This is an optimization exercise on Yosys and OpenROAD, whose aim is small area, not a production implementation. In this exercise RTL edits were held to simulation tests only and were not proved equivalent to the original. Power is estimated from default activity; no workload was simulated.

==> flow/design.v (excerpt) <==
module sde_top (
    input  wire        clk,
    input  wire        rst,
    input  wire        bus_valid,
    input  wire        bus_write,
    input  wire [7:0]  bus_addr,
    input  wire [1:0]  bus_size,      
    input  wire [31:0] bus_wdata,
    output wire        bus_ready,
    output reg         bus_rvalid,
    output reg  [31:0] bus_rdata,
    input  wire [31:0] int_st,        
    output reg         pwm_valid,
    output reg  [3:0]  pwm_op,
    output wire [1:0]  pwm_ph,
    output reg  [31:0] pwm_data,
    input  wire [11:0] adc_raw,
    output reg         adc_valid,
    output reg  [1:0]  adc_op,
    input  wire [63:0] now_us
);
    localparam [31:0] CARRIER_DEFAULT  = 32'h00067200;
    localparam [3:0] S_IDLE   = 4'd0;
    localparam [3:0] S_PHINIT = 4'd1;    
    localparam [3:0] S_REGH   = 4'd2;    
    localparam [3:0] S_APPLY  = 4'd3;    
    localparam [3:0] S_SETCAR = 4'd4;    
    localparam [3:0] S_UPD0   = 4'd5;    
    localparam [3:0] S_UPDF   = 4'd6;    
    localparam [3:0] S_SCHK   = 4'd7;    
    localparam [3:0] S_SREAD  = 4'd8;    
    localparam [3:0] S_ADC0   = 4'd9;    
    localparam [3:0] S_ADC1   = 4'd10;   
    localparam [3:0] S_ISR_E  = 4'd11;   
    localparam [3:0] S_ISR_A  = 4'd12;   
    localparam E_ILLEGAL_OP   = 0;
    localparam E_RSV_FIELD    = 1;
    localparam E_BAD_PHASE    = 2;
    localparam E_BUSY         = 3;
    localparam E_NOT_INIT     = 4;
    localparam E_ALREADY_INIT = 5;
    localparam E_BAD_INDEX    = 6;
    localparam E_RANGE        = 7;
    localparam E_BUS          = 8;
    reg [5:0]  cursor0, cursor1, cursor2;
    reg [2:0]  pending;
    reg [2:0]  ch_init;
    reg [14:0] duty0, duty1, duty2;
    reg [31:0] freq0, freq1, freq2;
    reg [15:0] scale;
    reg        law_valid;    
    reg        handler_reg;  
    reg [63:0] nlast;        
    reg [31:0] isr_m;
    reg        isr_valid;
  ...
==> flow/config.mk <==
export PLATFORM = sky130hd
export DESIGN_NAME = sde_top
export DESIGN_NICKNAME = sde_top
export VERILOG_FILES = /design/flow/design.v
export SDC_FILE = /design/flow/constraint.sdc
export NUM_CORES = 4
export LEC_CHECK = 0
export CAP_MARGIN = 20
export CORE_MARGIN = 2
export CORE_UTILIZATION = 60
export SLEW_MARGIN = 20
export SYNTH_HIERARCHICAL = 1
export BUFFER_PORTS_ARGS = -buffer_cell sky130_fd_sc_hd__buf_1
export CTS_ARGS = -sink_clustering_enable -repair_clock_nets -sink_clustering_size 10 -sink_clustering_max_diameter 40 -buf_list sky130_fd_sc_hd__clkbuf_4 -dont_use_dummy_load
==> flow/constraint.sdc <==
create_clock -name core_clock -period 24.0 [get_ports {clk}]
set_input_delay 4.8000 -clock core_clock [delete_from_list [all_inputs] [get_ports {clk}]]
set_output_delay 4.8000 -clock core_clock [all_outputs]
set_load 0.01 [all_outputs]
standard.sh (not shown) runs the stock make flow with config.mk's settings and CLKGATE_MAP_FILE= SYNTH_SCRIPT=/design/flow/synth_recipe.tcl, a recipe that flattens the netlist after the stock synthesis.
==> flow/flow/run.sh <==
#!/bin/bash
# The standard layout (the standard.sh on ORFS, standard synthesis
# unchanged) with two changes to how the layout is made:
#  - the buffers that global placement puts on every input and output port
#    are the smallest buffer cell instead of ORFS's default choice;
#  - clock tree synthesis uses small clock buffers with small sink clusters
#    and inserts no dummy loads.
# Each tool's full output goes to the ORFS logs under orfs/logs and to
# standard.log here.
set -euo pipefail
cat >> config.mk <<'MK'
export BUFFER_PORTS_ARGS = -buffer_cell sky130_fd_sc_hd__buf_1
export CTS_ARGS = -sink_clustering_enable -repair_clock_nets -sink_clustering_size 10 -sink_clustering_max_diameter 40 -buf_list sky130_fd_sc_hd__clkbuf_4 -dont_use_dummy_load
MK
bash standard.sh > standard.log 2>&1
Rerun with:
--- a/flow/design.v
+++ b/flow/design.v
@@ -824,27 +824,22 @@
     sde_freq_law u_freq (
         .s         (scale),
         .elec_freq (law_elec),
         .carrier   (law_carrier),
         .triple    (law_triple)
     );
     sde_sample_due u_due (
         .now   (now_us),
         .nlast (nlast),
         .due   (sample_due)
     );
-    wire       norm_top = &adc_raw[11:8];
-    wire [8:0] norm_inc = {1'b0, adc_raw[7:0]} + 9'd1;
-    wire [2:0] norm_q   = adc_raw[11:9] + {2'b0, adc_raw[8]};
-    wire [15:0] norm_scale = norm_top ? {norm_inc[8], {4{~norm_inc[8]}}, norm_inc[7:0], 3'b000}
-                                      : {1'b0, adc_raw, norm_q};
     wire [5:0] cursor_next = (cursor_ph == 6'd32) ? 6'd0 : cursor_ph + 6'd1;
     wire bus_legal   = (bus_size == 2'd2) && (bus_addr[1:0] == 2'b00);
     wire is_cmd_wr   = bus_valid && bus_write && bus_legal && (bus_addr == 8'h10);
     wire engine_free = st_idle && !irq;
     wire cmd_accept  = is_cmd_wr && engine_free;
     wire bus_fire    = bus_valid && bus_ready;
     assign bus_ready = !is_cmd_wr || engine_free;
     wire       a_lo   = bus_legal && (bus_addr[7:6] == 2'b00);
     wire       a_ph   = bus_legal && (bus_addr[7:6] == 2'b01) && (bus_addr[5:4] != 2'b11);
     wire [2:0] a_k    = {bus_addr[5:4] == 2'd2, bus_addr[5:4] == 2'd1, bus_addr[5:4] == 2'd0};
     wire [15:0] a_reg = a_lo ? (16'd1 << bus_addr[5:2]) : 16'd0;    
@@ -962,23 +957,23 @@
         if (fq_we && ph == 2'd0) freq0 <= fq_new;
         if (fq_we && ph == 2'd1) freq1 <= fq_new;
         if (fq_we && ph == 2'd2) freq2 <= fq_new;
         if (du_we && ph == 2'd0) duty0 <= du_new;
         if (du_we && ph == 2'd1) duty1 <= du_new;
         if (du_we && ph == 2'd2) duty2 <= du_new;
         if (state == S_ISR_E) isr_m <= int_st;
         if (bus_fire && bus_write && bus_legal && bus_addr == 8'h14) arg <= bus_wdata;
         if (cmd_accept && c_op == 4'h1 && c_err == 9'd0) result <= law_duty;
         if (state == S_UPD0) scale <= scale_in[15:0];
         if (state == S_SREAD)
-            scale_in <= {1'b0, norm_scale};
+            scale_in <= {2'b0, adc_raw, 3'd0} + {12'd0, ({1'b0, adc_raw[11:8]} + 5'd1) >> 1};
         else if (cmd_accept && c_op == 4'h6 && c_err == 9'd0)
             scale_in <= {1'b0, c_imm};
         else if (st_updf)
             scale_in <= law_triple;
     end
     always @(posedge clk) begin
         if (rst) begin
             cursor0 <= 6'd0; cursor1 <= 6'd11; cursor2 <= 6'd22;
         end else if (st_apply && pend_ph) begin
             if (ph == 2'd0) cursor0 <= cursor_next;
             if (ph == 2'd1) cursor1 <= cursor_next;
Outcome:
- The new run produced a clean layout
- clock power decreases by 8.6%
- critical path depth decreases by 1
- count of clock-buffer cells in the layout decreases by 10
- design area increases by 0.87%
- first-iteration DRC count decreases by about 5%
- setup slack improved by 72 ps

==> what the ideal ports hide <==
No port has a modelled driver above. Below, the same layouts with a new extraction and two added sets of constraints. Step 1, drivers: a clkbuf_16 drives clk and a buf_2 each remaining input, both assumed. Step 2 moves the port delays by t, midway between the first and last clock arrival at a register: inputs arrive t later, outputs are due t later. That takes back most of the time a late clock gives input paths. a / b / c = no drivers / after step 1 / after step 2; a / b = the first two.
run	t, ns	setup WS [ns]	worst hold slack (ns)	worst setup path after step 2
the first run	0.836	1.099 / 1.073 / 1.073	0.365 / 0.365 / 0.365	input to output
the second run	0.863	1.171 / 1.148 / 1.148	0.415 / 0.415 / 0.415	input to output
After both steps every run listed still meets setup and hold. For the first run, which loses most, drivers alone change the setup slack by -0.026 ns; drivers and shift together by -0.026 ns.
